Context: an optimization exercise on an open-source flow, tuned for small area and a short achievable clock period. The choices shown serve that exercise and are no tape-out recipe. Only simulation tests tie the RTL to the original design; equivalence was not proved. Power is estimated from default activity; no workload was simulated.

==> design/flow/design.v <==
module fpe_regmap (
  input  wire         clk,
  input  wire         rst,
  input  wire [63:0]  row,       
  input  wire [3:0]   amt,       
  input  wire [15:0]  lmask,     
  input  wire         rd,        
  input  wire         wr,        
  input  wire         s_w0,      
  input  wire         s_w1,      
  input  wire         s_bq,      
  input  wire [127:0] w0,
  input  wire [127:0] w1,
  input  wire [127:0] bq,
  output wire [127:0] rot_out
);
  reg  [511:0] cells;
  wire [127:0] rin, t1;
  genvar j, r;
  generate
    for (j = 0; j < 16; j = j + 1) begin : g_lane
      wire [3:0] rs  = {row[48 + j], row[32 + j], row[16 + j], row[j]} & {4{rd}};
      assign rin[8*j +: 8] = ({8{rs[0]}} & cells[  0 + 8*j +: 8]) |
                             ({8{rs[1]}} & cells[128 + 8*j +: 8]) |
                             ({8{rs[2]}} & cells[256 + 8*j +: 8]) |
                             ({8{rs[3]}} & cells[384 + 8*j +: 8]) |
                             ({8{s_w0}} & w0[8*(15-j) +: 8]) |
                             ({8{s_w1}} & w1[8*(15-j) +: 8]) |
                             ({8{s_bq}} & bq[8*(15-j) +: 8]);
      for (r = 0; r < 4; r = r + 1) begin : g_cell
        wire en = rst | (wr & lmask[j] & row[16*r + j]);
        always @(posedge clk)
          if (en)
            cells[128*r + 8*j +: 8] <= rot_out[8*(15-j) +: 8];
      end
    end
  endgenerate
  wire [127:0] t2, t3;
  fpe_rot2i #(.STEP(1)) u_rot1 (.s(amt[0]), .d(rin), .y(t1));
  fpe_rot2i #(.STEP(2)) u_rot2 (.s(amt[1]), .d(t1),  .y(t2));
  fpe_rot2i #(.STEP(4)) u_rot3 (.s(amt[2]), .d(t2),  .y(t3));
  fpe_rot2i #(.STEP(8)) u_rot4 (.s(amt[3]), .d(t3),  .y(rot_out));
endmodule
module fpe_lanes (
  input  wire [3:0]  a,
  input  wire [4:0]  len,
  output wire [15:0] lmask
);
  wire [4:0] e    = {1'b0, a} + len;
  wire       full = len[4];
  wire       wrap = e[4];
  genvar j;
  generate
    for (j = 0; j < 16; j = j + 1) begin : g_lane
      localparam [3:0] J = j;
      wire lt   = (J < a);
      wire lt_e = (J < e[3:0]);
      assign lmask[j] = full | (wrap ? (!lt | lt_e) : (!lt & lt_e));
    end
  endgenerate
endmodule
module fpe_rot2i #(
  parameter STEP = 1
) (
  input  wire         s,
  input  wire [127:0] d,
  output wire [127:0] y
);
  genvar k;
  generate
    for (k = 0; k < 16; k = k + 1) begin : g_byte
      assign y[8*k +: 8] = ~(s ? d[8*((k + STEP) % 16) +: 8] : d[8*k +: 8]);
    end
  endgenerate
endmodule
module fpe_rows (
  input  wire [5:0]  a,
  output wire [15:0] lt,
  output wire [3:0]  rd0,
  output wire [3:0]  rd1
);
  assign rd0 = 4'b0001 << a[5:4];
  assign rd1 = 4'b0001 << (a[5:4] + 2'd1);
  genvar j;
  generate
    for (j = 0; j < 16; j = j + 1) begin : g_lane
      localparam [3:0] J = j;
      assign lt[j] = (J < a[3:0]);
    end
  endgenerate
endmodule
module fpe_engine (
  input  wire         clk,
  input  wire         rst,
  input  wire         link_rst,
  input  wire         rx_valid,
  input  wire [7:0]   rx_data,
  output wire         rx_ready,
  output wire         tx_valid,
  output reg  [7:0]   tx_data,
  input  wire         tx_ready,
  output wire         commit_req,
  output wire         commit_wr,
  input  wire         commit_go,
  input  wire         snap,          
  output wire [5:0]   eng_addr,
  output wire [4:0]   eng_len,
  output wire [127:0] eng_buf,
  output reg  [3:0]   eng_amt,       
  input  wire [127:0] rd_win,
  output reg          diag_valid,
  output reg  [2:0]   diag_code
);
  localparam [3:0] S_IDLE = 4'd0,  S_HADDR = 4'd1,  S_HLEN = 4'd2,
                   S_RCS  = 4'd3,  S_WPAY  = 4'd4,  S_WCS  = 4'd5,
                   S_SKIP = 4'd6,  S_CRD   = 4'd8,  S_CWR  = 4'd9,
                   S_RA   = 4'd12, S_R2    = 4'd13, S_RD   = 4'd14,
                   S_RL   = 4'd15;
  reg [3:0]   st;
  reg [4:0]   cnt;
  reg [5:0]   addr;
  reg         ahi;
  reg [4:0]   len;
  reg [7:0]   acc;
  reg         is01, is02;
  reg [127:0] buf_q;
  wire rx_phase = !st[3];
  wire tx_phase = st[3] && st[2];
  assign rx_ready = rx_phase && !rst && !link_rst;
  assign tx_valid = tx_phase && !rst && !link_rst;
  wire rx_fire = rx_valid && rx_ready;
  wire tx_fire = tx_valid && tx_ready;
  assign commit_req = st[3] && !st[2];
  assign commit_wr  = st[0];
  assign eng_addr   = addr;
  assign eng_len    = len;
  assign eng_buf    = buf_q;
  wire       len_big = (rx_data > 8'd16);
  wire [6:0] hsum    = {1'b0, addr} + {2'b0, rx_data[4:0]};
  wire       hdr_ok  = !ahi && !len_big && (hsum <= 7'd64);
  always @(*) begin
    case (st)
      S_RA:    tx_data = {2'b00, addr};
      S_R2:    tx_data = acc ^ {2'b00, addr};
      S_RD:    tx_data = buf_q[7:0];
      default: tx_data = acc;
    endcase
  end
  wire shift = (st == S_WPAY && rx_fire) || (st == S_RD && tx_fire);
  always @(posedge clk)
    if (snap)
      buf_q <= rd_win;
    else if (shift)
      buf_q <= {rx_data, buf_q[127:8]};
  always @(posedge clk) begin
    diag_valid <= 1'b0;
    if (rst) begin
      st <= S_IDLE;
    end else if (link_rst) begin
      if (st != S_IDLE) begin
        diag_valid <= 1'b1;
        diag_code  <= 3'd5;
      end
      st <= S_IDLE;
    end else begin
      case (st)
        S_IDLE: if (rx_fire) begin
          is01 <= (rx_data == 8'h01);
          is02 <= (rx_data == 8'h02);
          acc  <= rx_data;
          st   <= S_HADDR;
        end
        S_HADDR: if (rx_fire) begin
          addr <= rx_data[5:0];
          ahi  <= |rx_data[7:6];
          acc  <= acc ^ rx_data;
          st   <= S_HLEN;
        end
        S_HLEN: if (rx_fire) begin
          len <= rx_data[4:0];
          eng_amt <= addr[3:0] + (is02 ? rx_data[3:0] : 4'd0);
          acc <= acc ^ rx_data;
          cnt <= rx_data[4:0];
          if (is01) begin
            if (hdr_ok) begin
              st <= S_RCS;
            end else begin
              st  <= S_SKIP;
              cnt <= 5'd1;
              diag_valid <= 1'b1;
              diag_code  <= len_big ? 3'd3 : 3'd1;
            end
          end else if (is02) begin
            if (len_big) begin
              st <= S_IDLE;
              diag_valid <= 1'b1;
              diag_code  <= 3'd3;
            end else if (!hdr_ok) begin
              st  <= S_SKIP;
              cnt <= rx_data[4:0] + 5'd1;
              diag_valid <= 1'b1;
              diag_code  <= 3'd1;
            end else if (rx_data[4:0] == 5'd0) begin
              st <= S_WCS;
            end else begin
              st <= S_WPAY;
            end
          end else begin
            st <= S_IDLE;
            diag_valid <= 1'b1;
            diag_code  <= 3'd4;
          end
        end
        S_RCS: if (rx_fire) begin
          if (rx_data == acc) begin
            st <= S_CRD;
          end else begin
            st <= S_IDLE;
            diag_valid <= 1'b1;
            diag_code  <= 3'd2;
          end
        end
        S_WPAY: if (rx_fire) begin
          acc   <= acc ^ rx_data;
          cnt   <= cnt - 5'd1;
          if (cnt == 5'd1)
            st <= S_WCS;
        end
        S_WCS: if (rx_fire) begin
          if (rx_data == acc) begin
            st <= S_CWR;
          end else begin
            st  <= S_RA;
            acc <= {2'b00, addr} ^ 8'hFF;
            diag_valid <= 1'b1;
            diag_code  <= 3'd2;
          end
        end
        S_SKIP: if (rx_fire) begin
          cnt <= cnt - 5'd1;
          if (cnt == 5'd1)
            st <= S_IDLE;
        end
        S_CRD: if (commit_go) begin
          acc   <= {2'b00, addr} ^ {3'b000, len};
          st    <= S_RA;
        end
        S_CWR: if (commit_go) begin
          acc <= {2'b00, addr};
          st  <= S_RA;
        end
        S_RA: if (tx_fire)
          st <= S_R2;
        S_R2: if (tx_fire)
          st <= (cnt != 5'd0) ? S_RD : S_RL;
        S_RD: if (tx_fire) begin
          acc   <= acc ^ buf_q[7:0];
          cnt   <= cnt - 5'd1;
          if (cnt == 5'd1)
            st <= S_RL;
        end
        S_RL: if (tx_fire)
          st <= S_IDLE;
        default: st <= S_IDLE;
      endcase
    end
  end
endmodule
module fpe_rm (
  input  wire         clk,
  input  wire         rst,
  input  wire         link_rst,
  input  wire         rx_valid,
  input  wire [7:0]   rx_data,
  output wire         rx_ready,
  output wire         tx_valid,
  output wire [7:0]   tx_data,
  input  wire         tx_ready,
  input  wire [1:0]   c_req,
  input  wire [1:0]   c_op,
  input  wire [15:0]  c_addr,
  input  wire [9:0]   c_len,
  input  wire [255:0] c_wdata,
  input  wire [1:0]   c_lock,
  output reg  [1:0]   c_gnt,
  output wire [255:0] c_rdata,
  output reg  [1:0]   c_err,
  output wire         diag_valid,
  output wire [2:0]   diag_code
);
  wire         commit_req;
  wire         commit_wr;
  wire         commit_go;
  wire [5:0]   eng_addr;
  wire [4:0]   eng_len;
  wire [127:0] eng_buf;
  wire [3:0]   eng_amt;      
  wire [127:0] rot_out;
  reg          p_er;         
  fpe_engine u_engine (
    .clk        (clk),
    .rst        (rst),
    .link_rst   (link_rst),
    .rx_valid   (rx_valid),
    .rx_data    (rx_data),
    .rx_ready   (rx_ready),
    .tx_valid   (tx_valid),
    .tx_data    (tx_data),
    .tx_ready   (tx_ready),
    .commit_req (commit_req),
    .commit_wr  (commit_wr),
    .commit_go  (commit_go),
    .snap       (p_er),
    .eng_addr   (eng_addr),
    .eng_len    (eng_len),
    .eng_buf    (eng_buf),
    .eng_amt    (eng_amt),
    .rd_win     (rdata_q),
    .diag_valid (diag_valid),
    .diag_code  (diag_code)
  );
  reg own_valid;
  reg own_idx;
  wire eng_sel = commit_req && !own_valid && !link_rst;
  assign commit_go = eng_sel && !rst;
  wire e0 = c_req[0] && !c_gnt[0] && (!own_valid || !own_idx);
  wire e1 = c_req[1] && !c_gnt[1] && (!own_valid ||  own_idx);
  wire gnt0 = !rst && !eng_sel && e0;
  wire gnt1 = !rst && !eng_sel && !e0 && e1;
  wire ok0 = !(c_len[4] && |c_len[3:0]) &&
             ({1'b0, c_addr[7:0]}  + {4'b0000, c_len[4:0]} <= 9'd64);
  wire ok1 = !(c_len[9] && |c_len[8:5]) &&
             ({1'b0, c_addr[15:8]} + {4'b0000, c_len[9:5]} <= 9'd64);
  wire eng_pre = commit_req && !own_valid;
  wire pre0    = !c_gnt[0] && (!own_valid || !own_idx);
  wire [2:0] ag;
  wire rd, s_w0, s_w1, s_bq;
  fpe_pick u_pick (
    .rst      (rst),
    .link_rst (link_rst),
    .eng_pre  (eng_pre),
    .eng_wr   (commit_wr),
    .req0     (c_req[0]),
    .pre0     (pre0),
    .op       (c_op),
    .ag       (ag),
    .s_row    (rd),
    .s_w0     (s_w0),
    .s_w1     (s_w1),
    .s_bq     (s_bq)
  );
  wire [5:0] ca  = e0 ? c_addr[5:0] : c_addr[13:8];
  wire [4:0] cl  = e0 ? c_len[4:0]  : c_len[9:5];
  wire [4:0] rl  = ({5{ag[0]}} & eng_len) | ({5{!ag[0]}} & cl);
  wire [3:0] amt = ({4{ag[0]}} & eng_amt) | ({4{ag[1]}} & c_addr[3:0]) |
                   ({4{ag[2]}} & c_addr[11:8]);
  wire [15:0] lm_e, lm_c;
  fpe_lanes u_lanes_e (.a(eng_addr[3:0]), .len(eng_len), .lmask(lm_e));
  fpe_lanes u_lanes_c (.a(ca[3:0]),       .len(cl),      .lmask(lm_c));
  wire [15:0] lmask = ({16{ag[0]}} & lm_e) | ({16{!ag[0]}} & lm_c);
  wire [15:0] lt_e, lt_0, lt_1;
  wire [3:0]  rd0_e, rd0_0, rd0_1, rd1_e, rd1_0, rd1_1;
  fpe_rows u_rows_e (.a(eng_addr),     .lt(lt_e), .rd0(rd0_e), .rd1(rd1_e));
  fpe_rows u_rows_0 (.a(c_addr[5:0]),  .lt(lt_0), .rd0(rd0_0), .rd1(rd1_0));
  fpe_rows u_rows_1 (.a(c_addr[13:8]), .lt(lt_1), .rd0(rd0_1), .rd1(rd1_1));
  wire [15:0] lt  = ({16{ag[0]}} & lt_e) | ({16{ag[1]}} & lt_0) | ({16{ag[2]}} & lt_1);
  wire [3:0]  rd0 = ({4{ag[0]}} & rd0_e) | ({4{ag[1]}} & rd0_0) | ({4{ag[2]}} & rd0_1);
  wire [3:0]  rd1 = ({4{ag[0]}} & rd1_e) | ({4{ag[1]}} & rd1_0) | ({4{ag[2]}} & rd1_1);
  wire [63:0] row;
  genvar jj, rr;
  generate
    for (jj = 0; jj < 16; jj = jj + 1) begin : g_row_l
      for (rr = 0; rr < 4; rr = rr + 1) begin : g_row_r
        assign row[16*rr + jj] = lt[jj] ? rd1[rr] : rd0[rr];
      end
    end
  endgenerate
  wire wr = (commit_go && commit_wr) || (gnt0 && c_op[0] && ok0) ||
            (gnt1 && c_op[1] && ok1);
  fpe_regmap u_map (
    .clk     (clk),
    .rst     (rst),
    .row     (row),
    .amt     (amt),
    .lmask   (lmask),
    .rd      (rd),
    .wr      (wr),
    .s_w0    (s_w0),
    .s_w1    (s_w1),
    .s_bq    (s_bq),
    .w0      (c_wdata[127:0]),
    .w1      (c_wdata[255:128]),
    .bq      (eng_buf),
    .rot_out (rot_out)
  );
  wire [127:0] rmask;
  genvar k;
  generate
    for (k = 0; k < 16; k = k + 1) begin : g_rmask
      assign rmask[8*k +: 8] = {8{k < rl}};
    end
  endgenerate
  reg [127:0] rdata_q;
  assign c_rdata = {rdata_q, rdata_q};
  always @(posedge clk) begin
    rdata_q <= rot_out & rmask;
    p_er    <= commit_go && !commit_wr;
  end
  always @(posedge clk) begin
    c_err <= {!ok1, !ok0};
    if (rst) begin
      own_valid <= 1'b0;
      c_gnt     <= 2'b00;
    end else begin
      c_gnt <= {gnt1, gnt0};
      if (own_valid) begin
        own_valid <= c_lock[own_idx];
      end else begin
        own_valid <= (gnt0 && c_lock[0]) || (gnt1 && c_lock[1]);
        own_idx   <= gnt1;
      end
    end
  end
endmodule
module fpe_pick (
  input  wire       rst,
  input  wire       link_rst,
  input  wire       eng_pre,
  input  wire       eng_wr,
  input  wire       req0,
  input  wire       pre0,
  input  wire [1:0] op,
  output wire [2:0] ag,
  output wire       s_row,
  output wire       s_w0,
  output wire       s_w1,
  output wire       s_bq
);
  wire e  = eng_pre && !link_rst;
  wire e0 = req0 && pre0;
  assign ag    = {!e && !e0, !e && e0, e};
  assign s_bq  = !rst && e && eng_wr;
  assign s_w0  = !rst && ag[1] && op[0];
  assign s_w1  = !rst && ag[2] && op[1];
  assign s_row = !rst && ((e && !eng_wr) || (ag[1] && !op[0]) || (ag[2] && !op[1]));
endmodule
==> design/flow/flow/run.sh <==
#!/bin/bash
# Layout flow: the standard flow (standard.sh), with two changes:
#  * synthesis maps the logic with an ABC script without ORFS's SOP balancing, buffering and sizing
#    (flow/abc_nf.abc: delay-aware mapping with area recovery) in place of ORFS's; the rest of
#    synthesis is the standard flow's own synth_recipe.tcl, unchanged, so the registers
#    are the standard synthesis's;
#  * the port buffers that buffer_ports inserts are sky130_fd_sc_hd__buf_1.
# Each tool's output is in ORFS's logs (orfs/logs/...); make's own output
# goes to flow_make.log.
set -euo pipefail
W=$PWD
{
  cat <<'EOT'
# ABC with the script in OWN_ABC_SCRIPT instead of the one synth.tcl names
proc abc {args} {
  set i [lsearch -exact $args -script]
  if {$i >= 0} {
    set args [lreplace $args [expr {$i + 1}] [expr {$i + 1}] $::env(OWN_ABC_SCRIPT)]
  }
  yosys abc {*}$args
}
EOT
  cat "$W/synth_recipe.tcl"
} > "$W/own_synth.tcl"
export OWN_ABC_SCRIPT="$W/flow/abc_nf.abc"
bash "$W/standard.sh" SYNTH_SCRIPT="$W/own_synth.tcl" \
  "BUFFER_PORTS_ARGS=-buffer_cell sky130_fd_sc_hd__buf_1" finish > "$W/flow_make.log" 2>&1
==> design/flow/flow/abc_nf.abc <==
strash
&get -n
&st
&dch
&nf
&put
topo
stime -c
==> design/flow/standard.sh <==
#!/bin/bash
# synth_recipe.tcl (not shown) runs the flow's synth.tcl, then flattens the netlist and writes it again
# the make line also repeats each setting of config.mk as NAME=value (left out here)
make -C /OpenROAD-flow-scripts/flow DESIGN_CONFIG=/design/flow/config.mk WORK_HOME=/design/flow/orfs CLKGATE_MAP_FILE= SYNTH_SCRIPT=/design/flow/synth_recipe.tcl "${@:-finish}"
==> design/flow/config.mk <==
export PLATFORM = sky130hd
export DESIGN_NAME = fpe_rm
export DESIGN_NICKNAME = fpe_rm
export VERILOG_FILES = /design/flow/design.v
export SDC_FILE = /design/flow/constraint.sdc
export NUM_CORES = 8
export LEC_CHECK = 0
export CAP_MARGIN = 40
export CORE_MARGIN = 2
export CORE_UTILIZATION = 55
export CTS_BUF_LIST = sky130_fd_sc_hd__clkbuf_8
export CTS_CLUSTER_SIZE = 25
export PLACE_DENSITY = 0.65
export SETUP_SLACK_MARGIN = 5
export SLEW_MARGIN = 20
export SYNTH_HIERARCHICAL = 1
export SYNTH_MINIMUM_KEEP_SIZE = 0
==> design/flow/constraint.sdc <==
create_clock -name core_clock -period 10.0 [get_ports {clk}]
set_input_delay 2.0000 -clock core_clock [delete_from_list [all_inputs] [get_ports {clk}]]
set_output_delay 2.0000 -clock core_clock [all_outputs]
set_load 0.01 [all_outputs]
==> results of run 1 <==
==> cells by family after synthesis <==
logic type,synth area share
flops,0.551
mux,0.179
compound gates,0.141
simple gates,0.0772
buf+inv,0.0296
xor+xnor,0.00900
fa+ha+maj,0.0136
other cells,0.000269
==> layout by cell type, fill, tap and decap left out, types with 118 or more instances in the layout <==
| cell | instances |
|---|---|
| a32oi_1 | 238 |
| mux2i_1 | 385 |
| edfxtp_1 | 675 |
| clkbuf_8 | 147 |
| buf_1 | 564 |
| nand3_1 | 118 |
| mux2i_2 | 119 |
| dfxtp_1 | 136 |
| a222oi_1 | 156 |
| mux2_1 | 138 |
==> per-module statistics from Yosys (local to each module, per instance), excerpt <==
module,flip-flops and latches,area (um2)
fpe_regmap,512,20300
fpe_rows,0,174
fpe_rm,135,6550
fpe_engine,167,8210
fpe_pick,0,67.6
fpe_lanes,0,524
==> area by class of cell <==
class                   instances  area (um2)  area share
diodes                          4        10.0    0.000198
clock buffers                 147        2020      0.0399
clock inverters               102         663      0.0131
inverters                      36         188     0.00371
multi-input cells            2163       19600       0.388
flip-flops and latches        814       23100       0.455
well taps                     978        1220      0.0242
repair buffers                723        3850      0.0760
==> power by group <==
group          internal (uW)  switching [uW]  total, uW
registers               4350             253       4600
clock network           1490            1410       2900
logic                    889            1860       2750
==> through the flow <==
stage	power [uW]	utilization	worst slack (ps)	cells
after floorplan	6020	-	444	3155
after global placement	6850	0.592	2380	4626
after detailed placement	6940	0.597	2640	4663
after CTS	10000	0.652	4960	4934
after global routing	10500	0.669	4930	4967
final	10300	0.669	4920	4967
==> worst max-delay path by stage <==
stage	from	end	slack [ps]	depth (start not counted)
floorplan	link_rst	u_map.cells[0]	440	10
global placement	link_rst	rdata_q[26]	2380	12
detailed placement	link_rst	rdata_q[26]	2640	13
CTS	link_rst	rdata_q[23]	4960	16
global route	link_rst	u_map.cells[476]	4930	14
finish	c_req[0]	rdata_q[101]	4920	15
==> state kept, by name, indices dropped and copies added (netlist names), 3 cells and up <==
| signal | count |
|---|---|
| u_engine.acc | 8 |
| rdata_q | 128 |
| u_engine.eng_amt | 4 |
| u_engine.buf_q | 128 |
| u_engine.st | 4 |
| u_engine.diag_code | 3 |
| u_engine.len | 5 |
| u_map.cells | 512 |
| u_engine.cnt | 5 |
| u_engine.addr | 6 |
==> layer usage <==
layer / up-vias / wire length, um / track usage
li1: 14500 / - / -
met1: 17200 / 62200 / 0.536
met2: 2582 / 74200 / 0.612
met3: 467 / 19900 / 0.109
met4: 2 / 9700 / 0.210
met5: - / 27 / 0
==> cell usage after synthesis, types with 5 or more instances <==
cell,instances,share of area
a21o_1,15,0.0027
mux2i_1,585,0.14
a31oi_1,21,0.0031
nand2_1,106,0.0095
nand2b_1,12,0.0018
a2111oi_0,8,0.0017
xnor2_1,17,0.0036
nor4_1,9,0.0013
a21oi_1,63,0.0075
o21ai_0,44,0.0053
mux2_1,146,0.039
nand3_1,149,0.018
fa_1,6,0.0029
a32oi_1,240,0.050
a211oi_1,16,0.0029
o22ai_1,13,0.0019
nor2b_1,67,0.010
o31a_1,8,0.0017
xor2_1,26,0.0054
nor2_1,82,0.0074
a222oi_1,156,0.037
o31ai_1,8,0.0014
a211o_1,13,0.0027
dfxtp_1,139,0.066
and2_0,123,0.018
a21boi_0,5,0.00090
a31o_1,64,0.013
or2_0,9,0.0013
edfxtp_1,675,0.48
or3_1,6,0.00090
a22oi_1,5,0.00090
buf_4,147,0.026
ha_1,36,0.011
clkinv_1,36,0.0032
nor3_1,28,0.0033
o211ai_1,15,0.0027
and3_1,25,0.0037
==> what timing repair did <==
item,4_1_cts,5_1_grt
buffers inserted,16,19
resized for setup,286,211
pin swaps,15,18
gates cloned,6,5
endpoints found under the setup margin,1158,1153
==> run notes, run 1 <==
status -> complete, no violations
fill cell count -> 5650
Area Growth Syn to Fin -> 21.0%
Post-synth EDFFs -> 675
R2R setup slack -> 5060 ps
WS Path Type -> in2reg
1st-pass router iterations -> 9
cell family with most CP delay -> multiplexers
Cell Area, Synth -> 41900 um2
GR Util All Layers -> 0.404
die width -> 280 um
Power Dens Cells -> 202 nW/um2
crit-path max FO -> 14
Syn Inst Count -> 3155
Worst-Margin Slew -> 1190 ps
Seq/Total Area, Yosys -> 0.551
Hold Crit Class -> reg2reg
Hold Startpoint -> u_engine.buf_q[9]
slew margin rel. -> 0.205
via count -> 34700
critical path arrival -> 5760 ps
FFs w/ async S/R, synth -> 0
fin area -> 50600 um2
WL final -> 166 mm
hold path cells -> 1
first-pass GRT wire length -> 228 mm
Avg Cell Area, Syn -> 13.3 um2
WHS -> 551 ps
clock slew at reported path FFs -> 60 ps
Num Clock Sinks -> 814
Top cell by count, worst path -> mux2i_1
min cycle time layout -> 5080 ps
worst-skew pair later-pin latency -> 830 ps
clk root buf -> clkbuf_8
H-tree levels -> 4
vias in the first global route -> 32600
Top FF cell, synth -> edfxtp_1
share of layout cells above drive strength 1 -> 0.173
number of buffers created by CTS -> 135
die area -> 78300 um2
Synth Register Bits -> 814
RSZ-0062 raised after global routing -> true
DRT iter0 DRCs -> 5393
slowest stage delay, CP -> 530 ps
Final period util -> 0.508
Clock Skew -> 54.5 ps
worst reg-to-reg path cell count -> 18
post-synthesis cell type count -> 53
Wirelength per Cell -> 33.4 um
Detail Route Antenna Nets -> 0
routability cong. -> 1.01
yosys warns -> 9
clock buffer depth -> 3
nets -> 4216
Hold Path End -> u_engine.buf_q[1]
Worst Setup End Kind -> register
IO Port Bufs -> 574
grt total ovfl -> 0
crit-path cells -> clkbuf_4 -> nand2_2 -> nor2_4 -> a222oi_1 -> buf_4 -> mux2i_1 -> and2_2 -> a32oi_1 -> nand3_1 -> mux2i_1 -> mux2i_1 -> mux2i_2 -> mux2i_1 -> buf_4 -> and2_0
die height -> 280 um
leakage power -> 0.0184 uW
Sum Neg Setup Slack -> 0 ps
fmax -> 0.197 GHz
initial antenna violation count -> 9
Worst R2R Start -> u_engine.st[2]
Worst setup SP type -> input port
CTS tree -> built
Crit-path slowest cell -> a222oi_1
Post-route DRC -> 0
Hold Fails Final Rpt -> 0
max-slew violations -> 0
R2R Path End -> rdata_q[101]
HPWL Detailed -> 121 mm
site row count -> 101
Critical Path RT -> 10680 ps
pin count of the biggest net entering global routing -> 80
Initial Util -> 0.553
Hold Buf Count CTS -> 0
max cap viols -> 0
Peak VDD IR -> 0.000188 V
I/O Pins -> 575
Finish-stage setup viols -> 0
vias per inst -> 6.99
Core ar. -> 75700 um2
Buf+Inv Stages, Crit Path -> 3
DP Area -> 45200 um2
syn_nets -> 3498
==> run 2: changes to the inputs <==
--- a/design/flow/config.mk
+++ b/design/flow/config.mk
@@ -5,11 +5,11 @@
 export SDC_FILE = /design/flow/constraint.sdc
 export NUM_CORES = 8
 export LEC_CHECK = 0
-export CAP_MARGIN = 40
+export CAP_MARGIN = 20
 export CORE_MARGIN = 2
 export CORE_UTILIZATION = 55
 export CTS_BUF_LIST = sky130_fd_sc_hd__clkbuf_8
-export CTS_CLUSTER_SIZE = 25
+export CTS_CLUSTER_SIZE = 30
 export PLACE_DENSITY = 0.65
 export SETUP_SLACK_MARGIN = 5
 export SLEW_MARGIN = 20
==> run notes, run 2 <==
status -> complete, no violations (unchanged)
Worst-Margin Slew -> 1200 ps (was 1190 ps)
RSZ-0062 raised after global routing -> true (unchanged)
Worst R2R Start -> u_engine.st[2] (unchanged)
syn_nets -> 3498 (unchanged)
Clock Skew -> 57.6 ps (was 54.5 ps)
fin area -> 50900 um2 (was 50600 um2)
leading cell type in the layout, fill and taps excluded -> edfxtp_1 (unchanged)
mux cell area share after synthesis -> 0.179 (unchanged)
min cycle time layout -> 5170 ps (was 5080 ps)
critical path arrival -> 5890 ps (was 5760 ps)
IO Port Bufs -> 574 (unchanged)
crit-path max FO -> 14 (unchanged)
max-slew violations -> 0 (unchanged)
yosys warns -> 9 (unchanged)
I/O Pins -> 575 (unchanged)
Final period util -> 0.517 (was 0.508)
Hold Fails Final Rpt -> 0 (unchanged)
number of buffers created by CTS -> 135 (unchanged)
largest register by flop count -> u_map.cells (unchanged)
Hold Path End -> u_engine.buf_q[55] (was u_engine.buf_q[1])
routability cong. -> 1.01 (unchanged)
Avg Cell Area, Syn -> 13.3 um2 (unchanged)
Finish-stage setup viols -> 0 (unchanged)
die height -> 280 um (unchanged)
Synth Area in Compound Gates -> 0.141 (unchanged)
Simple-Gate Fraction of Synth Area -> 0.0772 (unchanged)
CTS tree -> built (unchanged)
clock slew at reported path FFs -> 60 ps (about the same)
Post-Synth XOR/XNOR Area -> 0.00900 (unchanged)
Largest regs -> u_map.cells (512), rdata_q (128), u_engine.buf_q (128) (unchanged)
Hold Buf Count CTS -> 0 (unchanged)
Worst Setup End Kind -> register (unchanged)
Cell Area, Synth -> 41900 um2 (unchanged)
Wirelength per Cell -> 33.7 um (was 33.4 um)
site row count -> 101 (unchanged)
Peak VDD IR -> 0.000168 V (was 0.000188 V)
leakage power -> 0.0180 uW (was 0.0184 uW)
Worst setup SP type -> input port (unchanged)
FFs w/ async S/R, synth -> 0 (unchanged)
worst-skew pair later-pin latency -> 820 ps (was 830 ps)
initial antenna violation count -> 10 (was 9)
Top FF cell, synth -> edfxtp_1 (unchanged)
die width -> 280 um (unchanged)
post-synthesis cell type count -> 53 (unchanged)
hold path cells -> 1 (unchanged)
1st-pass router iterations -> 11 (was 9)
H-tree levels -> 4 (unchanged)
Num Clock Sinks -> 814 (unchanged)
Seq/Total Area, Yosys -> 0.551 (unchanged)
Post-route DRC -> 0 (unchanged)
nets -> 4177 (was 4216)
Post-synth EDFFs -> 675 (unchanged)
leading area contributor after synthesis -> edfxtp_1 (unchanged)
crit-path cells -> clkbuf_4 -> nand2_2 -> nor2_4 -> a222oi_1 -> buf_4 -> mux2i_2 -> and3_1 -> a31oi_1 -> nand3_1 -> mux2i_1 -> mux2i_1 -> mux2i_2 -> mux2i_4 -> nor2b_1 (was clkbuf_4 -> nand2_2 -> nor2_4 -> a222oi_1 -> buf_4 -> mux2i_1 -> and2_2 -> a32oi_1 -> nand3_1 -> mux2i_1 -> mux2i_1 -> mux2i_2 -> mux2i_1 -> buf_4 -> and2_0)
Syn Inst Count -> 3155 (unchanged)
Synth Area in Adders -> 0.0136 (unchanged)
GR Util All Layers -> 0.407 (was 0.404)
Detail Route Antenna Nets -> 0 (unchanged)
Sum Neg Setup Slack -> 0 ps (unchanged)
Buf+Inv Stages, Crit Path -> 2 (was 3)
Synth top area share -> 0.484 (unchanged)
R2R setup slack -> 4980 ps (was 5060 ps)
DRT iter0 DRCs -> 5062 (was 5393)
most common cell in the synthesized netlist -> edfxtp_1 (unchanged)
slew margin rel. -> 0.199 (was 0.205)
Synth Register Bits -> 814 (unchanged)
max cap viols -> 0 (unchanged)
die area -> 78300 um2 (unchanged)
vias per inst -> 7.04 (was 6.99)
vias in the first global route -> 32400 (was 32600)
Area Growth Syn to Fin -> 21.5% (was 21.0%)
DP Area -> 44800 um2 (was 45200 um2)
max reg flops -> 512 (unchanged)
clock buffer depth -> 3 (unchanged)
Power Dens Cells -> 205 nW/um2 (was 202 nW/um2)
pin count of the biggest net entering global routing -> 80 (unchanged)
Crit-path slowest cell -> a222oi_1 (unchanged)
HPWL Detailed -> 120 mm (was 121 mm)
Initial Util -> 0.553 (unchanged)
Critical Path RT -> 10720 ps (was 10680 ps)
cell family with most CP delay -> multiplexers (unchanged)
largest family of logic cells by synthesized area -> multiplexers (unchanged)
commonest cells in the netlist -> edfxtp_1, mux2i_1, a32oi_1, a222oi_1, nand3_1 (unchanged)
fmax -> 0.194 GHz (was 0.197 GHz)
R2R Path End -> rdata_q[0] (was rdata_q[101])
share of layout cells above drive strength 1 -> 0.194 (was 0.173)
Core ar. -> 75700 um2 (unchanged)
slowest stage delay, CP -> 510 ps (was 530 ps)
Hold Startpoint -> rdata_q[55] (was u_engine.buf_q[9])
most frequent cells in the layout -> edfxtp_1, buf_1, mux2i_1 (unchanged)
WL final -> 166 mm (about the same)
grt total ovfl -> 0 (unchanged)
clk root buf -> clkbuf_8 (unchanged)
WS Path Type -> in2reg (unchanged)
top cells by area, synth -> edfxtp_1, mux2i_1, dfxtp_1, a32oi_1, mux2_1 (unchanged)
worst reg-to-reg path cell count -> 17 (was 18)
first-pass GRT wire length -> 228 mm (about the same)
Hold Crit Class -> reg2reg (unchanged)
via count -> 34700 (about the same)
[run 2: per-module statistics from Yosys (local to each module, per instance), a selection]
module,copies in the design,area [um2],cells,flip-flops and latches
fpe_rows,3,174,33,0
fpe_regmap,1,20300,1134,512
fpe_pick,1,67.6,11,0
fpe_lanes,2,524,87,0
fpe_rm,1,6550,645,135
fpe_engine,1,8210,580,167
[run 2: final cells by class]
type                       count  area [um2]
clock buffer                 152        2090
inverter                      36         193
timing repair buffer         682        3330
multi-input combinational   2165       20300
antenna                        5        12.5
sequential                   814       23100
clock inverter               100         704
tap                          978        1220
fill                        5611       24800
[run 2: worst max path at each step]
stage / from / to / slack, ps / cells past startpoint
2_1_floorplan: link_rst / u_map.cells[0] / 440 / 10
3_3_place_gp: link_rst / rdata_q[26] / 2380 / 12
3_5_place_dp: link_rst / u_map.cells[239] / 2480 / 11
4_1_cts: link_rst / u_map.cells[210] / 4960 / 14
5_1_grt: link_rst / rdata_q[0] / 4850 / 15
6_report: c_req[0] / rdata_q[28] / 4830 / 14
[run 2: per-layer routing]
layer	vias up	part of all wire	global-route usage
met1	17200	0.37	0.540
li1	14500	-	-
met4	6	0.064	0.223
met2	2622	0.44	0.612
met5	-	0.00020	0
met3	474	0.12	0.107
[run 2: cells by family (layout without fill, tap and decap cells)]
| family | Yosys count | after routing |
|---|---|---|
| flip-flops | 814 | 814 |
| AND/OR/NAND/NOR | 625 | 631 |
| buffers and inverters | 183 | 970 |
| multiplexers | 731 | 731 |
| XOR/XNOR | 43 | 43 |
| other | 3 | 8 |
| adder cells (fa/ha/maj) | 42 | 42 |
| AO/OA/AOI/OAI | 714 | 715 |
[run 2: report_power, final]
group,switching [uW],internal (uW),leakage [uW]
combinational,1910,912,0.00854
clock,1440,1550,0.00164
sequential,254,4350,0.00785
[run 2: timing repair]
item	4_1_cts	5_1_grt
gates resized for setup	312	296
endpoints found under the setup margin	1150	1154
gates cloned	9	2
buffers inserted	21	16
pin swaps	20	18
[run 2: stage by stage]
| stage | setup WS [ps] | std cells | hold slack (ps) | total power [uW] | utilization |
|---|---|---|---|---|---|
| finish | 4830 | 4932 | 562 | 10400 | 0.672 |
| global route | 4850 | 4931 | 583 | 10700 | 0.672 |
| CTS | 4960 | 4909 | 556 | 10100 | 0.652 |
| detailed placement | 2480 | 4627 | 551 | 6890 | 0.592 |
| global placement | 2380 | 4626 | 547 | 6850 | 0.592 |
| floorplan | 444 | 3155 | 517 | 6020 | - |
==> run 3: changes to the inputs <==
--- a/design/flow/config.mk
+++ b/design/flow/config.mk
@@ -5,7 +5,7 @@
 export SDC_FILE = /design/flow/constraint.sdc
 export NUM_CORES = 8
 export LEC_CHECK = 0
-export CAP_MARGIN = 20
+export CAP_MARGIN = 40
 export CORE_MARGIN = 2
 export CORE_UTILIZATION = 55
 export CTS_BUF_LIST = sky130_fd_sc_hd__clkbuf_8
==> run notes, run 3 <==
min cycle time layout -> 5080 ps (was 5170 ps)
worst-skew pair later-pin latency -> 830 ps (was 820 ps)
Top FF cell, synth -> edfxtp_1 (unchanged)
IO Port Bufs -> 574 (unchanged)
clock buffer depth -> 3 (unchanged)
slowest stage delay, CP -> 530 ps (was 510 ps)
leakage power -> 0.0184 uW (was 0.0180 uW)
WS Path Type -> in2reg (unchanged)
WL met2 -> 74.2 mm (was 73.2 mm)
Crit-path slowest cell -> a222oi_1 (unchanged)
Final period util -> 0.508 (was 0.517)
fmax -> 0.197 GHz (was 0.194 GHz)
I/O Pins -> 575 (unchanged)
DRT iter0 DRCs -> 5393 (was 5062)
clock slew at reported path FFs -> 60 ps (about the same)
post-synthesis cell type count -> 53 (unchanged)
status -> complete, no violations (unchanged)
die height -> 280 um (unchanged)
WL final -> 166 mm (about the same)
DRT met1 WL -> 62.2 mm (was 62.0 mm)
Post-route DRC -> 0 (unchanged)
top cells by area, synth -> edfxtp_1, mux2i_1, dfxtp_1, a32oi_1, mux2_1 (unchanged)
site row count -> 101 (unchanged)
vias in the first global route -> 32600 (was 32400)
max reg flops -> 512 (unchanged)
FFs w/ async S/R, synth -> 0 (unchanged)
Wirelength per Cell -> 33.4 um (was 33.7 um)
Sum Neg Setup Slack -> 0 ps (unchanged)
Worst Setup End Kind -> register (unchanged)
largest register by flop count -> u_map.cells (unchanged)
Finish-stage setup viols -> 0 (unchanged)
number of buffers created by CTS -> 135 (unchanged)
Area Growth Syn to Fin -> 21.0% (was 21.5%)
fin area -> 50600 um2 (was 50900 um2)
Avg Cell Area, Syn -> 13.3 um2 (unchanged)
Detail Route Antenna Nets -> 0 (unchanged)
via count -> 34700 (about the same)
Num Clock Sinks -> 814 (unchanged)
Syn Inst Count -> 3155 (unchanged)
HPWL Detailed -> 121 mm (was 120 mm)
routability cong. -> 1.01 (unchanged)
clk root buf -> clkbuf_8 (unchanged)
Buf+Inv Stages, Crit Path -> 3 (was 2)
syn_nets -> 3498 (unchanged)
Core ar. -> 75700 um2 (unchanged)
Cell Area, Synth -> 41900 um2 (unchanged)
cell family with most CP delay -> multiplexers (unchanged)
critical path arrival -> 5760 ps (was 5890 ps)
most frequent cells in the layout -> edfxtp_1, buf_1, mux2i_1 (unchanged)
die area -> 78300 um2 (unchanged)
Largest regs -> u_map.cells (512), rdata_q (128), u_engine.buf_q (128) (unchanged)
RSZ-0062 raised after global routing -> true (unchanged)
slew margin rel. -> 0.205 (was 0.199)
Critical Path RT -> 10680 ps (was 10720 ps)
DP Area -> 45200 um2 (was 44800 um2)
Placed Cells -> 4663 (was 4627)
final std cells w/o fill -> 4967 (was 4932)
Seq/Total Area, Yosys -> 0.551 (unchanged)
Hold Crit Class -> reg2reg (unchanged)
Final Util -> 0.669 (was 0.672)
top layer reached by signal wires -> met5 (unchanged)
Peak VDD IR -> 0.000188 V (was 0.000168 V)
Hold Buf Count CTS -> 0 (unchanged)
Power Dens Cells -> 202 nW/um2 (was 205 nW/um2)
Worst-Margin Slew -> 1190 ps (was 1200 ps)
max-slew violations -> 0 (unchanged)
crit-path max FO -> 14 (unchanged)
leading area contributor after synthesis -> edfxtp_1 (unchanged)
nets -> 4216 (was 4177)
first-pass GRT wire length -> 228 mm (about the same)
commonest cells in the netlist -> edfxtp_1, mux2i_1, a32oi_1, a222oi_1, nand3_1 (unchanged)
CTS tree -> built (unchanged)
grt total ovfl -> 0 (unchanged)
vias per inst -> 6.99 (was 7.04)
GR Util All Layers -> 0.404 (was 0.407)
1st-pass router iterations -> 9 (was 11)
most common cell in the synthesized netlist -> edfxtp_1 (unchanged)
Clock Skew -> 54.5 ps (was 57.6 ps)
initial antenna violation count -> 9 (was 10)
Hold Fails Final Rpt -> 0 (unchanged)
H-tree levels -> 4 (unchanged)
leading cell type in the layout, fill and taps excluded -> edfxtp_1 (unchanged)
Initial Util -> 0.553 (unchanged)
Synth Register Bits -> 814 (unchanged)
pin count of the biggest net entering global routing -> 80 (unchanged)
WL met3 -> 19.9 mm (was 20.5 mm)
Top cell by count, worst path -> mux2i_1
Worst setup SP type -> input port (unchanged)
yosys warns -> 9 (unchanged)
crit-path cells -> clkbuf_4 -> nand2_2 -> nor2_4 -> a222oi_1 -> buf_4 -> mux2i_1 -> and2_2 -> a32oi_1 -> nand3_1 -> mux2i_1 -> mux2i_1 -> mux2i_2 -> mux2i_1 -> buf_4 -> and2_0 (was clkbuf_4 -> nand2_2 -> nor2_4 -> a222oi_1 -> buf_4 -> mux2i_2 -> and3_1 -> a31oi_1 -> nand3_1 -> mux2i_1 -> mux2i_1 -> mux2i_2 -> mux2i_4 -> nor2b_1)
share of layout cells above drive strength 1 -> 0.173 (was 0.194)
die width -> 280 um (unchanged)
Synth top area share -> 0.484 (unchanged)
max cap viols -> 0 (unchanged)
Post-synth EDFFs -> 675 (unchanged)
[run 3: per-layer routing]
| metal | track usage | vias to the layer above |
|---|---|---|
| met2 | 0.612 | 2582 |
| met5 | 0 | - |
| li1 | - | 14500 |
| met1 | 0.536 | 17200 |
| met3 | 0.109 | 467 |
| met4 | 0.210 | 2 |
[run 3: final timing paths]
check                       to  slack, ps  cells after the start               from
max               rdata_q[101]       4920                     15           c_req[0]
min          u_engine.buf_q[1]        550                      1  u_engine.buf_q[9]
max reg2reg       rdata_q[101]       5060                     18     u_engine.st[2]
min reg2reg  u_engine.buf_q[1]        550                      1  u_engine.buf_q[9]
[run 3: cells by family after synthesis]
| logic type | share of synthesized area |
|---|---|
| compound gates | 0.141 |
| xor+xnor | 0.00900 |
| fa+ha+maj | 0.0136 |
| buf+inv | 0.0296 |
| flops | 0.551 |
| mux | 0.179 |
| other cells | 0.000269 |
| simple gates | 0.0772 |
[run 3: stage by stage]
stage / hold WS (ps) / setup WS (ps) / power (uW)
3_3_place_gp: 547 / 2380 / 6850
4_1_cts: 555 / 4960 / 10000
5_1_grt: 585 / 4930 / 10500
6_report: 551 / 4920 / 10300
2_1_floorplan: 517 / 444 / 6020
3_5_place_dp: 547 / 2640 / 6940
[run 3: Yosys stat by module (local to each module, per instance), a selection]
module	flip-flops and latches	cell area, um2
fpe_engine	167	8210
fpe_rows	0	174
fpe_pick	0	67.6
fpe_regmap	512	20300
fpe_lanes	0	524
fpe_rm	135	6550
[run 3: power breakdown]
| group | total (uW) | internal, uW | switching (uW) |
|---|---|---|---|
| sequential | 4600 | 4350 | 253 |
| combinational | 2750 | 889 | 1860 |
| clock | 2900 | 1490 | 1410 |
| total | 10300 | 6730 | 3520 |
[run 3: timing repair]
action	CTS	global route
gates cloned	6	5
endpoints found under the setup margin	1158	1153
buffers inserted	16	19
gates resized for setup	286	211
pin swaps	15	18
[run 3: layout make-up]
class,count,area [um2]
fillers,5650,25000
flip-flops and latches,814,23100
multi-input cells,2163,19600
repair buffers,723,3850
clock buffers,147,2020
well taps,978,1220
clock inverters,102,663
inverters,36,188
diodes,4,10.0
==> run 4: changes to the inputs <==
==> design/flow/config.mk (replaced) <==
export PLATFORM = sky130hd
export DESIGN_NAME = fpe_rm
export DESIGN_NICKNAME = fpe_rm
export VERILOG_FILES = /design/flow/design.v
export SDC_FILE = /design/flow/constraint.sdc
export NUM_CORES = 8
export LEC_CHECK = 0
export CAP_MARGIN = 10
export CORE_MARGIN = 2
export CORE_UTILIZATION = 55
export CTS_BUF_LIST = sky130_fd_sc_hd__clkbuf_8
export CTS_CLUSTER_SIZE = 30
export PLACE_DENSITY = 0.65
export SETUP_SLACK_MARGIN = 5
export SLEW_MARGIN = 10
export SYNTH_HIERARCHICAL = 1
export SYNTH_MINIMUM_KEEP_SIZE = 0
==> run notes, run 4 <==
status -> complete, no violations (unchanged)
max cap viols -> 0 (unchanged)
slowest stage delay, CP -> 430 ps (was 530 ps)
crit-path max FO -> 16 (was 14)
Comb pwr share -> 0.280 (was 0.268)
Avg Cell Area, Syn -> 13.3 um2 (unchanged)
Power Dens Cells -> 204 nW/um2 (was 202 nW/um2)
max-slew violations -> 0 (unchanged)
die width -> 280 um (unchanged)
Initial Util -> 0.553 (unchanged)
DRT iter0 DRCs -> 5699 (was 5393)
Int Pwr -> 6890 uW (was 6730 uW)
worst reg-to-reg path cell count -> 18 (unchanged)
WHS -> 566 ps (was 551 ps)
leading cell type in the layout, fill and taps excluded -> edfxtp_1 (unchanged)
Largest regs -> u_map.cells (512), rdata_q (128), u_engine.buf_q (128) (unchanged)
site row count -> 101 (unchanged)
max reg flops -> 512 (unchanged)
top layer reached by signal wires -> met5 (unchanged)
I/O Pins -> 575 (unchanged)
Clock Skew -> 56.8 ps (was 54.5 ps)
1st-pass router iterations -> 10 (was 9)
Finish-stage setup viols -> 0 (unchanged)
clk root buf -> clkbuf_8 (unchanged)
Detail Route Antenna Nets -> 0 (unchanged)
Final period util -> 0.516 (was 0.508)
most frequent cells in the layout -> edfxtp_1, buf_1, mux2i_1 (unchanged)
first-pass GRT wire length -> 228 mm (about the same)
Post-synth EDFFs -> 675 (unchanged)
vias in the first global route -> 32600 (about the same)
Wirelength per Cell -> 33.9 um (was 33.4 um)
Hold Startpoint -> rdata_q[44] (was u_engine.buf_q[9])
Num Clock Sinks -> 814 (unchanged)
slew margin rel. -> 0.198 (was 0.205)
Area Growth Syn to Fin -> 23.9% (was 21.0%)
Worst setup SP type -> input port (unchanged)
fmax -> 0.194 GHz (was 0.197 GHz)
commonest cells in the netlist -> edfxtp_1, mux2i_1, a32oi_1, a222oi_1, nand3_1 (unchanged)
R2R setup slack -> 4980 ps (was 5060 ps)
Critical Path RT -> 10710 ps (was 10680 ps)
Net Sw Power -> 3670 uW (was 3520 uW)
Hold Buf Count CTS -> 0 (unchanged)
top cells by area, synth -> edfxtp_1, mux2i_1, dfxtp_1, a32oi_1, mux2_1 (unchanged)
pin count of the biggest net entering global routing -> 80 (unchanged)
via count -> 34800 (was 34700)
Hold Crit Class -> reg2reg (unchanged)
Crit-path slowest cell -> bufbuf_16 (was a222oi_1)
Cell Area, Synth -> 41900 um2 (unchanged)
FFs w/ async S/R, synth -> 0 (unchanged)
DRT met1 WL -> 62.5 mm (was 62.2 mm)
routability cong. -> 1.01 (unchanged)
worst-skew pair later-pin latency -> 840 ps (was 830 ps)
H-tree levels -> 4 (unchanged)
Peak VDD IR -> 0.000174 V (was 0.000188 V)
Core ar. -> 75700 um2 (unchanged)
Seq/Total Area, Yosys -> 0.551 (unchanged)
Worst-Margin Slew -> 1200 ps (was 1190 ps)
fill cell count -> 5463 (was 5650)
WL met3 -> 20.4 mm (was 19.9 mm)
WS Path Type -> in2reg (unchanged)
IO Port Bufs -> 574 (unchanged)
most common cell in the synthesized netlist -> edfxtp_1 (unchanged)
largest register by flop count -> u_map.cells (unchanged)
WL met2 -> 74.7 mm (was 74.2 mm)
clock buffer depth -> 3 (unchanged)
leakage power -> 0.0184 uW (about the same)
Top FF cell, synth -> edfxtp_1 (unchanged)
Worst R2R Start -> u_engine.st[2] (unchanged)
switching share of power -> 0.348 (was 0.344)
Synth top area share -> 0.484 (unchanged)
clock slew at reported path FFs -> 60 ps (about the same)
syn_nets -> 3498 (unchanged)
die height -> 280 um (unchanged)
Top cell by count, worst path -> mux2i_1 (unchanged)
min cycle time layout -> 5160 ps (was 5080 ps)
CTS tree -> built (unchanged)
Buf+Inv Stages, Crit Path -> 5 (was 3)
R2R Path End -> rdata_q[86] (was rdata_q[101])
cell family with most CP delay -> multiplexers (unchanged)
RSZ-0062 raised after global routing -> true (unchanged)
post-synthesis cell type count -> 53 (unchanged)
hold path cells -> 1 (unchanged)
Synth Register Bits -> 814 (unchanged)
die area -> 78300 um2 (unchanged)
nets -> 4191 (was 4216)
initial antenna violation count -> 6 (was 9)
crit-path cells -> buf_6 -> nor2b_4 -> buf_12 -> buf_4 -> buf_4 -> a222oi_1 -> bufbuf_16 -> mux2i_1 -> and2_2 -> a32oi_1 -> nand3_1 -> mux2i_2 -> mux2i_1 -> mux2i_2 -> mux2i_1 -> and2_0 (was clkbuf_4 -> nand2_2 -> nor2_4 -> a222oi_1 -> buf_4 -> mux2i_1 -> and2_2 -> a32oi_1 -> nand3_1 -> mux2i_1 -> mux2i_1 -> mux2i_2 -> mux2i_1 -> buf_4 -> and2_0)
Hold Path End -> u_engine.buf_q[44] (was u_engine.buf_q[1])
Worst path depth -> 16 (was 15)
vias per inst -> 7.03 (was 6.99)
critical path arrival -> 5870 ps (was 5760 ps)
yosys warns -> 9 (unchanged)
Clk pwr share -> 0.284 (was 0.283)
grt total ovfl -> 0 (unchanged)
leading area contributor after synthesis -> edfxtp_1 (unchanged)
GR Util All Layers -> 0.407 (was 0.404)
WL final -> 168 mm (was 166 mm)
Hold Fails Final Rpt -> 0 (unchanged)
share of layout cells above drive strength 1 -> 0.222 (was 0.173)
Syn Inst Count -> 3155 (unchanged)
number of buffers created by CTS -> 136 (was 135)
Worst Setup End Kind -> register (unchanged)
Seq pwr share -> 0.436 (was 0.449)
HPWL Detailed -> 120 mm (was 121 mm)
Post-route DRC -> 0 (unchanged)
Sum Neg Setup Slack -> 0 ps (unchanged)
==> run 4: worst max path at each step <==
stage / from / endpoint / slack [ps]
floorplan: link_rst / u_map.cells[0] / 440
global placement: link_rst / rdata_q[26] / 2380
detailed placement: link_rst / rdata_q[26] / 2180
CTS: c_addr[11] / rdata_q[101] / 4900
global route: link_rst / rdata_q[98] / 4820
finish: link_rst / rdata_q[86] / 4840
==> run 4: logic make-up after synthesis <==
family / after synthesis / share of synthesized area
AND/OR/NAND/NOR: 625 / 0.0772
multiplexers: 731 / 0.179
AO/OA/AOI/OAI: 714 / 0.141
other: 3 / 0.000269
XOR/XNOR: 43 / 0.00900
adder cells (fa/ha/maj): 42 / 0.0136
flip-flops: 814 / 0.551
buffers and inverters: 183 / 0.0296
==> run 4: timing repair <==
action,CTS,global route
cloned,7,3
resized for setup,335,422
pin swaps,17,12
buffers inserted,21,30
setup endpoints to repair,1150,1153
==> run 4: Yosys stat by module, one instance, submodules excluded, excerpt <==
module | flops+latches | copies in the design | area (um2)
fpe_rows | 0 | 3 | 174
fpe_regmap | 512 | 1 | 20300
fpe_rm | 135 | 1 | 6550
fpe_engine | 167 | 1 | 8210
fpe_pick | 0 | 1 | 67.6
fpe_lanes | 0 | 2 | 524
==> run 4: stage by stage <==
stage,util,total power (uW),worst slack (ps),instance area (um2),cells
final,0.685,10600,4840,51900,4944
after global routing,0.685,10800,4820,51900,4942
after CTS,0.654,10100,4900,49500,4907
after detailed placement,0.592,6890,2180,44800,4627
after global placement,0.592,6850,2380,44800,4626
after floorplan,-,6020,444,42000,3155
==> run 4: area by class of cell <==
type	instances	area, um2	area share
clock buffers	157	2160	0.0416
repair buffers	696	3530	0.0681
clock inverters	95	644	0.0124
flip-flops and latches	814	23100	0.444
multi-input cells	2164	21100	0.406
inverters	36	193	0.00371
diodes	4	10.0	0.000193
well taps	978	1220	0.0236
==> run 4: metal layers <==
metal | global-route usage | vias to the layer above
met5 | 0.00125 | -
li1 | - | 14500
met4 | 0.220 | 4
met3 | 0.0945 | 470
met1 | 0.545 | 17100
met2 | 0.616 | 2635
==> run 4: worst reg2reg max path: cells and delay by family (launching register included) <==
| kind | cells | cell delay (ps) |
|---|---|---|
| AO/OA/AOI/OAI | 2 | 610 |
| flip-flops | 1 | 510 |
| buffers and inverters | 5 | 1000 |
| multiplexers | 5 | 1280 |
| AND/OR/NAND/NOR | 6 | 1500 |
==> run 4: power groups by stage <==
stage,clock [uW],combinational [uW],sequential [uW]
floorplan,0,1390,4630
CTS,3030,2520,4590
finish,3000,2960,4610
global route,3170,3020,4640
global placement,0,2210,4640
detailed placement,0,2230,4660
==> run 5: changes to the inputs <==
==> design/flow/flow/abc_nf.abc (replaced) <==
strash
&get -n
&st
&dch
&nf -R 1000
&put
topo
stime -c
==> design/flow/config.mk (replaced) <==
export PLATFORM = sky130hd
export DESIGN_NAME = fpe_rm
export DESIGN_NICKNAME = fpe_rm
export VERILOG_FILES = /design/flow/design.v
export SDC_FILE = /design/flow/constraint.sdc
export NUM_CORES = 8
export LEC_CHECK = 0
export CAP_MARGIN = 40
export CORE_MARGIN = 2
export CORE_UTILIZATION = 55
export CTS_BUF_LIST = sky130_fd_sc_hd__clkbuf_8 sky130_fd_sc_hd__clkbuf_16
export CTS_CLUSTER_SIZE = 30
export PLACE_DENSITY = 0.65
export SETUP_SLACK_MARGIN = 5
export SLEW_MARGIN = 20
export SYNTH_HIERARCHICAL = 1
export SYNTH_MINIMUM_KEEP_SIZE = 0
==> run notes, run 5 <==
WL final -> 168 mm (about the same)
leading area contributor after synthesis -> edfxtp_1 (unchanged)
Power Dens Cells -> 205 nW/um2 (was 204 nW/um2)
initial antenna violation count -> 8 (was 6)
Initial Util -> 0.557 (was 0.553)
hold path cells -> 2 (was 1)
die area -> 77800 um2 (was 78300 um2)
Top FF cell, synth -> edfxtp_1 (unchanged)
grt total ovfl -> 0 (unchanged)
status -> complete, no violations (unchanged)
vias per inst -> 6.98 (was 7.03)
total power -> 11300 uW (was 10600 uW)
pin count of the biggest net entering global routing -> 75 (was 80)
I/O Pins -> 575 (unchanged)
RSZ-0062 raised after global routing -> true (unchanged)
HPWL Detailed -> 121 mm (was 120 mm)
first-pass GRT wire length -> 231 mm (was 228 mm)
Hold Crit Class -> reg2reg (unchanged)
clock slew at reported path FFs -> 60 ps (about the same)
Hold Fails Final Rpt -> 0 (unchanged)
Worst R2R Start -> u_engine.st[2] (unchanged)
post-synthesis cell type count -> 51 (was 53)
leakage power -> 0.0197 uW (was 0.0184 uW)
Seq/Total Area, Yosys -> 0.555 (was 0.551)
Synth top area share -> 0.488 (was 0.484)
fmax -> 0.185 GHz (was 0.194 GHz)
GR Util All Layers -> 0.409 (was 0.407)
Hold Path End -> c_gnt[1] (was u_engine.buf_q[44])
slew margin rel. -> 0.171 (was 0.198)
nets -> 4395 (was 4191)
Area Growth Syn to Fin -> 32.3% (was 23.9%)
min cycle time layout -> 5410 ps (was 5160 ps)
Synth Register Bits -> 814 (unchanged)
Largest regs -> u_map.cells (512), rdata_q (128), u_engine.buf_q (128) (unchanged)
leading cell type in the layout, fill and taps excluded -> edfxtp_1 (unchanged)
top cells by area, synth -> edfxtp_1, mux2i_1, dfxtp_1, a222oi_1, mux2_1 (was edfxtp_1, mux2i_1, dfxtp_1, a32oi_1, mux2_1)
Sum Neg Setup Slack -> 0 ps (unchanged)
crit-path max FO -> 8 (was 16)
worst reg-to-reg path cell count -> 18 (unchanged)
FFs w/ async S/R, synth -> 0 (unchanged)
number of buffers created by CTS -> 84 (was 136)
clk root buf -> clkbuf_16 (was clkbuf_8)
Final period util -> 0.541 (was 0.516)
clock buffer depth -> 3 (unchanged)
Wirelength per Cell -> 33.0 um (was 33.9 um)
Worst setup SP type -> input port (unchanged)
site row count -> 100 (was 101)
die height -> 279 um (was 280 um)
Detail Route Antenna Nets -> 0 (unchanged)
die width -> 279 um (was 280 um)
commonest cells in the netlist -> edfxtp_1, mux2i_1, a222oi_1, nand3_1, nand2_1 (was edfxtp_1, mux2i_1, a32oi_1, a222oi_1, nand3_1)
Worst Setup SP -> link_rst (unchanged)
yosys warns -> 9 (unchanged)
WS Path Type -> in2reg (unchanged)
Worst-Margin Slew -> 1240 ps (was 1200 ps)
max-slew violations -> 0 (unchanged)
via count -> 35600 (was 34800)
IO Port Bufs -> 574 (unchanged)
1st-pass router iterations -> 15 (was 10)
Post-synth EDFFs -> 675 (unchanged)
worst-skew pair later-pin latency -> 660 ps (was 840 ps)
Critical Path RT -> 10350 ps (was 10710 ps)
routability cong. -> 0.962 (was 1.01)
fill cell count -> 4930 (was 5463)
R2R setup slack -> 4860 ps (was 4980 ps)
Syn Inst Count -> 3203 (was 3155)
DRT iter0 DRCs -> 6105 (was 5699)
Core ar. -> 74700 um2 (was 75700 um2)
share of layout cells above drive strength 1 -> 0.289 (was 0.222)
H-tree levels -> 3 (was 4)
Cell Area, Synth -> 41600 um2 (was 41900 um2)
Num Clock Sinks -> 814 (unchanged)
Worst Setup End Kind -> register (unchanged)
Peak VDD IR -> 0.000163 V (was 0.000174 V)
max cap viols -> 0 (unchanged)
most common cell in the synthesized netlist -> edfxtp_1 (unchanged)
syn_nets -> 3546 (was 3498)
Finish-stage setup viols -> 0 (unchanged)
R2R Path End -> u_map.cells[473] (was rdata_q[86])
critical path arrival -> 5770 ps (was 5870 ps)
largest register by flop count -> u_map.cells (unchanged)
CTS tree -> built (unchanged)
vias in the first global route -> 32700 (was 32600)
most frequent cells in the layout -> edfxtp_1, buf_1, buf_4 (was edfxtp_1, buf_1, mux2i_1)
Clock Skew -> 42.7 ps (was 56.8 ps)
Hold Startpoint -> c_gnt[1] (was rdata_q[44])
max reg flops -> 512 (unchanged)
Avg Cell Area, Syn -> 13.0 um2 (was 13.3 um2)
Post-route DRC -> 0 (unchanged)
[run 5: changes by cell type after synthesis, sizes merged, moves of 22 or more]
| cell | before | now |
|---|---|---|
| a222oi | 156 | 244 |
| and2 | 123 | 157 |
| a221oi | 1 | 40 |
| and3 | 25 | 53 |
| o21ai | 44 | 66 |
| a32oi | 240 | 0 |
| nand2 | 106 | 200 |
| nand3 | 149 | 207 |
[run 5: timing repair]
item	in CTS	in global routing
buffers inserted	152	61
gates cloned	12	0
gates resized for setup	756	365
pin swaps	86	72
setup endpoints to repair	1152	1151
hold buffers	0	0
[run 5: per-module statistics from Yosys (local to each module, per instance), excerpt]
module,flops+latches,area [um2],cells
fpe_lanes,0,518,89
fpe_engine,167,8160,587
fpe_rm,135,6460,633
fpe_regmap,512,20200,1182
fpe_rows,0,174,33
fpe_pick,0,58.8,12
[run 5: final cells by class]
cell class	count	area (um2)	area share
Timing Repair Buffer	902	5240	0.0953
Timing Repair inverter	2	13.8	0.000250
Sequential cell	814	23100	0.419
Clock buffer	91	2210	0.0402
Inverter	41	181	0.00330
Tap cell	969	1210	0.0220
Clock inverter	67	652	0.0119
Antenna cell	6	15.0	0.000273
Multi-Input combinational cell	2207	22400	0.408
[run 5: cells by family after synthesis]
logic type      Yosys count  share of synthesized area
compound gates          552                      0.110
xor+xnor                 43                    0.00906
fa+ha+maj                48                     0.0152
buf+inv                 188                     0.0302
flops                   814                      0.555
mux                     732                      0.181
other cells               3                   0.000271
simple gates            823                     0.0998
[run 5: worst max-delay path by stage]
stage / slack [ps] / end
after floorplan: 4710 / rdata_q[16]
after global placement: 2170 / u_map.cells[106]
after detailed placement: 2470 / rdata_q[98]
after CTS: 4810 / u_map.cells[110]
after global routing: 4660 / u_map.cells[473]
final: 4590 / u_map.cells[90]
[run 5: metrics by stage]
stage | area (um2) | hold WS, ps | util | worst slack (ps) | instances
finish | 55000 | 546 | 0.736 | 4590 | 5099
global route | 55000 | 579 | 0.736 | 4660 | 5096
CTS | 52700 | 541 | 0.705 | 4810 | 5027
detailed placement | 45200 | 531 | 0.605 | 2470 | 4705
global placement | 44800 | 529 | 0.600 | 2170 | 4668
floorplan | 42000 | 529 | - | 4710 | 3203
[run 5: power by group]
group	total (uW)	switching (uW)	internal, uW
clock network	3210	1370	1840
registers	4600	257	4340
logic	3460	2130	1330
total	11300	3750	7520
[run 5: critical path: stages]
cell      delay (ps)
buf_12           110
nor2b_4          200
buf_12           180
nor2_4            70
a222oi_1         800
buf_4            280
buf_8            130
mux2i_4          100
and2_4           240
a221oi_4         310
nand3_4          170
mux2i_4          390
mux2i_2          170
mux2i_2          290
buf_4            180
mux2i_4          100
[run 5: layer usage]
layer | vias to the layer above | track usage | wire length, um | part of all wire
li1 | 14600 | - | - | -
met1 | 17700 | 0.549 | 61800 | 0.37
met2 | 2752 | 0.638 | 76500 | 0.45
met3 | 489 | 0.0883 | 20000 | 0.12
met4 | 4 | 0.196 | 9960 | 0.059
met5 | - | 0 | 26 | 0.00015
==> run 6: changes to the inputs <==
==> design/flow/flow/abc_nf.abc (replaced) <==
strash
&get -n
&st
&dch
&nf
&put
topo
stime -c
==> run notes, run 6 <==
status -> complete, no violations (unchanged)
HPWL Detailed -> 121 mm (about the same)
max-slew violations -> 0 (unchanged)
CTS tree -> built (unchanged)
leading cell type in the layout, fill and taps excluded -> edfxtp_1 (unchanged)
Worst Setup End Kind -> register (unchanged)
Wirelength per Cell -> 34.1 um (was 33.0 um)
WL final -> 168 mm (about the same)
top cells by area, synth -> edfxtp_1, mux2i_1, dfxtp_1, a32oi_1, mux2_1 (was edfxtp_1, mux2i_1, dfxtp_1, a222oi_1, mux2_1)
Initial Util -> 0.553 (was 0.557)
fmax -> 0.192 GHz (was 0.185 GHz)
Largest regs -> u_map.cells (512), rdata_q (128), u_engine.buf_q (128) (unchanged)
syn_nets -> 3498 (was 3546)
die width -> 280 um (was 279 um)
vias per inst -> 7.09 (was 6.98)
leading area contributor after synthesis -> edfxtp_1 (unchanged)
site row count -> 101 (was 100)
max reg flops -> 512 (unchanged)
IO Port Bufs -> 574 (unchanged)
nets -> 4229 (was 4395)
Top cell by count, worst path -> buf_12 (was mux2i_4)
worst-skew pair later-pin latency -> 660 ps (about the same)
largest register by flop count -> u_map.cells (unchanged)
Hold Crit Class -> reg2reg (unchanged)
Syn Inst Count -> 3155 (was 3203)
Core ar. -> 75700 um2 (was 74700 um2)
commonest cells in the netlist -> edfxtp_1, mux2i_1, a32oi_1, a222oi_1, nand3_1 (was edfxtp_1, mux2i_1, a222oi_1, nand3_1, nand2_1)
Synth top area share -> 0.484 (was 0.488)
1st-pass router iterations -> 10 (was 15)
I/O Pins -> 575 (unchanged)
Power Dens Cells -> 206 nW/um2 (was 205 nW/um2)
Placed Cells -> 4663 (was 4705)
grt total ovfl -> 0 (unchanged)
Top FF cell, synth -> edfxtp_1 (unchanged)
Hold Buf Count CTS -> 0 (unchanged)
Seq/Total Area, Yosys -> 0.551 (was 0.555)
Synth Register Bits -> 814 (unchanged)
slew margin rel. -> 0.191 (was 0.171)
WS Path Type -> in2reg (unchanged)
Post-route DRC -> 0 (unchanged)
WHS -> 571 ps (was 546 ps)
R2R setup slack -> 4950 ps (was 4860 ps)
Multi-input gate area -> 20600 um2 (was 22400 um2)
Worst-Margin Slew -> 1210 ps (was 1240 ps)
RSZ-0062 raised after global routing -> true (unchanged)
fill cell count -> 5373 (was 4930)
Sum Neg Setup Slack -> 0 ps (unchanged)
DRT iter0 DRCs -> 5765 (was 6105)
Worst setup SP type -> input port (unchanged)
slowest stage delay, CP -> 690 ps (was 800 ps)
most frequent cells in the layout -> edfxtp_1, buf_1, mux2i_1 (was edfxtp_1, buf_1, buf_4)
vias in the first global route -> 32400 (was 32700)
clk root buf -> clkbuf_16 (unchanged)
Final period util -> 0.521 (was 0.541)
Num Clock Sinks -> 814 (unchanged)
via count -> 35100 (was 35600)
leakage power -> 0.0187 uW (was 0.0197 uW)
FF+latch area -> 23100 um2 (unchanged)
share of layout cells above drive strength 1 -> 0.213 (was 0.289)
number of buffers created by CTS -> 85 (was 84)
routability cong. -> 1.01 (was 0.962)
crit-path max FO -> 69 (was 8)
FFs w/ async S/R, synth -> 0 (unchanged)
final std cells w/o fill -> 4942 (was 5099)
Area Growth Syn to Fin -> 25.3% (was 32.3%)
clock buffer depth -> 3 (unchanged)
Hold Fails Final Rpt -> 0 (unchanged)
crit-path cells -> buf_8 -> nor2b_4 -> buf_12 -> a21oi_4 -> and3b_4 -> buf_12 -> a222oi_1 -> nand3_1 -> mux2i_4 -> mux2i_1 -> mux2i_2 -> mux2i_4 -> buf_12 -> buf_4 (was buf_12 -> nor2b_4 -> buf_12 -> nor2_4 -> a222oi_1 -> buf_4 -> buf_8 -> mux2i_4 -> and2_4 -> a221oi_4 -> nand3_4 -> mux2i_4 -> mux2i_2 -> mux2i_2 -> buf_4 -> mux2i_4)
Clock Skew -> 35.6 ps (was 42.7 ps)
yosys warns -> 9 (unchanged)
Critical Path RT -> 10420 ps (was 10350 ps)
[run 6: changes by cell type after synthesis, sizes merged, moves of 22 or more]
cell / change
a32oi: +240
nand2: -94
a222oi: -88
nand3: -58
a221oi: -39
and2: -34
and3: -28
o21ai: -22
[run 6: worst paths after layout]
kind,startpoint,endpoint,depth (start not counted)
max,link_rst,u_map.cells[354],14
min,u_engine.buf_q[33],u_engine.buf_q[25],1
max reg2reg,u_engine.st[3],u_map.cells[354],16
min reg2reg,u_engine.buf_q[33],u_engine.buf_q[25],1
[run 6: layout make-up]
cell class / instances / share of cell area
inverters: 36 / 0.00362
clock inverters: 70 / 0.0120
flip-flops and latches: 814 / 0.439
diodes: 5 / 0.000238
repair buffers: 785 / 0.0862
clock buffers: 90 / 0.0421
well taps: 978 / 0.0233
multi-input cells: 2164 / 0.393
[run 6: Yosys stat by module, one instance, submodules excluded, excerpt]
module	copies in the design	cells inside	flops+latches	area, um2
fpe_rm	1	645	135	6550
fpe_pick	1	11	0	67.6
fpe_rows	3	33	0	174
fpe_regmap	1	1134	512	20300
fpe_lanes	2	87	0	524
fpe_engine	1	580	167	8210
[run 6: layer usage]
layer | share of wire | vias to the layer above | GRT usage
met5 | 0 | - | 0
met4 | 0.059 | 0 | 0.213
met3 | 0.12 | 477 | 0.0857
met2 | 0.45 | 2728 | 0.616
met1 | 0.37 | 17300 | 0.544
li1 | - | 14500 | -
[run 6: cells by family after synthesis]
family | count (synthesis) | synth area share
AOI/OAI and AO/OA | 714 | 0.141
xor gates and xnor gates | 43 | 0.00900
adders and majority gates | 42 | 0.0136
buffers and inverters | 183 | 0.0296
DFF | 814 | 0.551
muxes | 731 | 0.179
other | 3 | 0.000269
and+or+nand+nor | 625 | 0.0772
[run 6: per-stage QoR]
| stage | utilization | area, um2 | total power [uW] | setup WS, ps |
|---|---|---|---|---|
| floorplan | - | 42000 | 6020 | 444 |
| global placement | 0.592 | 44800 | 6850 | 2380 |
| detailed placement | 0.597 | 45200 | 6940 | 2640 |
| CTS | 0.663 | 50200 | 10400 | 4830 |
| global route | 0.693 | 52500 | 11000 | 4800 |
| finish | 0.693 | 52500 | 10800 | 4790 |
[run 6: worst max-delay path: cells and delay by family]
family / cells / cell delay (ps)
multiplexers: 4 / 1060
AND/OR/NAND/NOR: 3 / 870
buffers and inverters: 5 / 840
AO/OA/AOI/OAI: 2 / 800
[run 6: what timing repair did]
item                       in CTS  in global routing
buffers inserted               31                 64
hold endpoints to repair        0                  0
resized for setup             402                300
pin swaps                      23                 30
cloned                          7                  7
setup endpoints to repair    1158               1138
[run 6: report_power, final]
group | total (uW) | switching (uW) | internal (uW)
registers | 4600 | 256 | 4340
clock network | 3170 | 1370 | 1800
logic | 3010 | 1970 | 1040

Check on run 6: ideal ports give 4.792 ns setup slack; a clkbuf_16 on the clock port and buf_2 on the inputs give 4.823 ns; moving port delays by the midpoint clock arrival (0.717 ns) as well gives 4.106 ns.
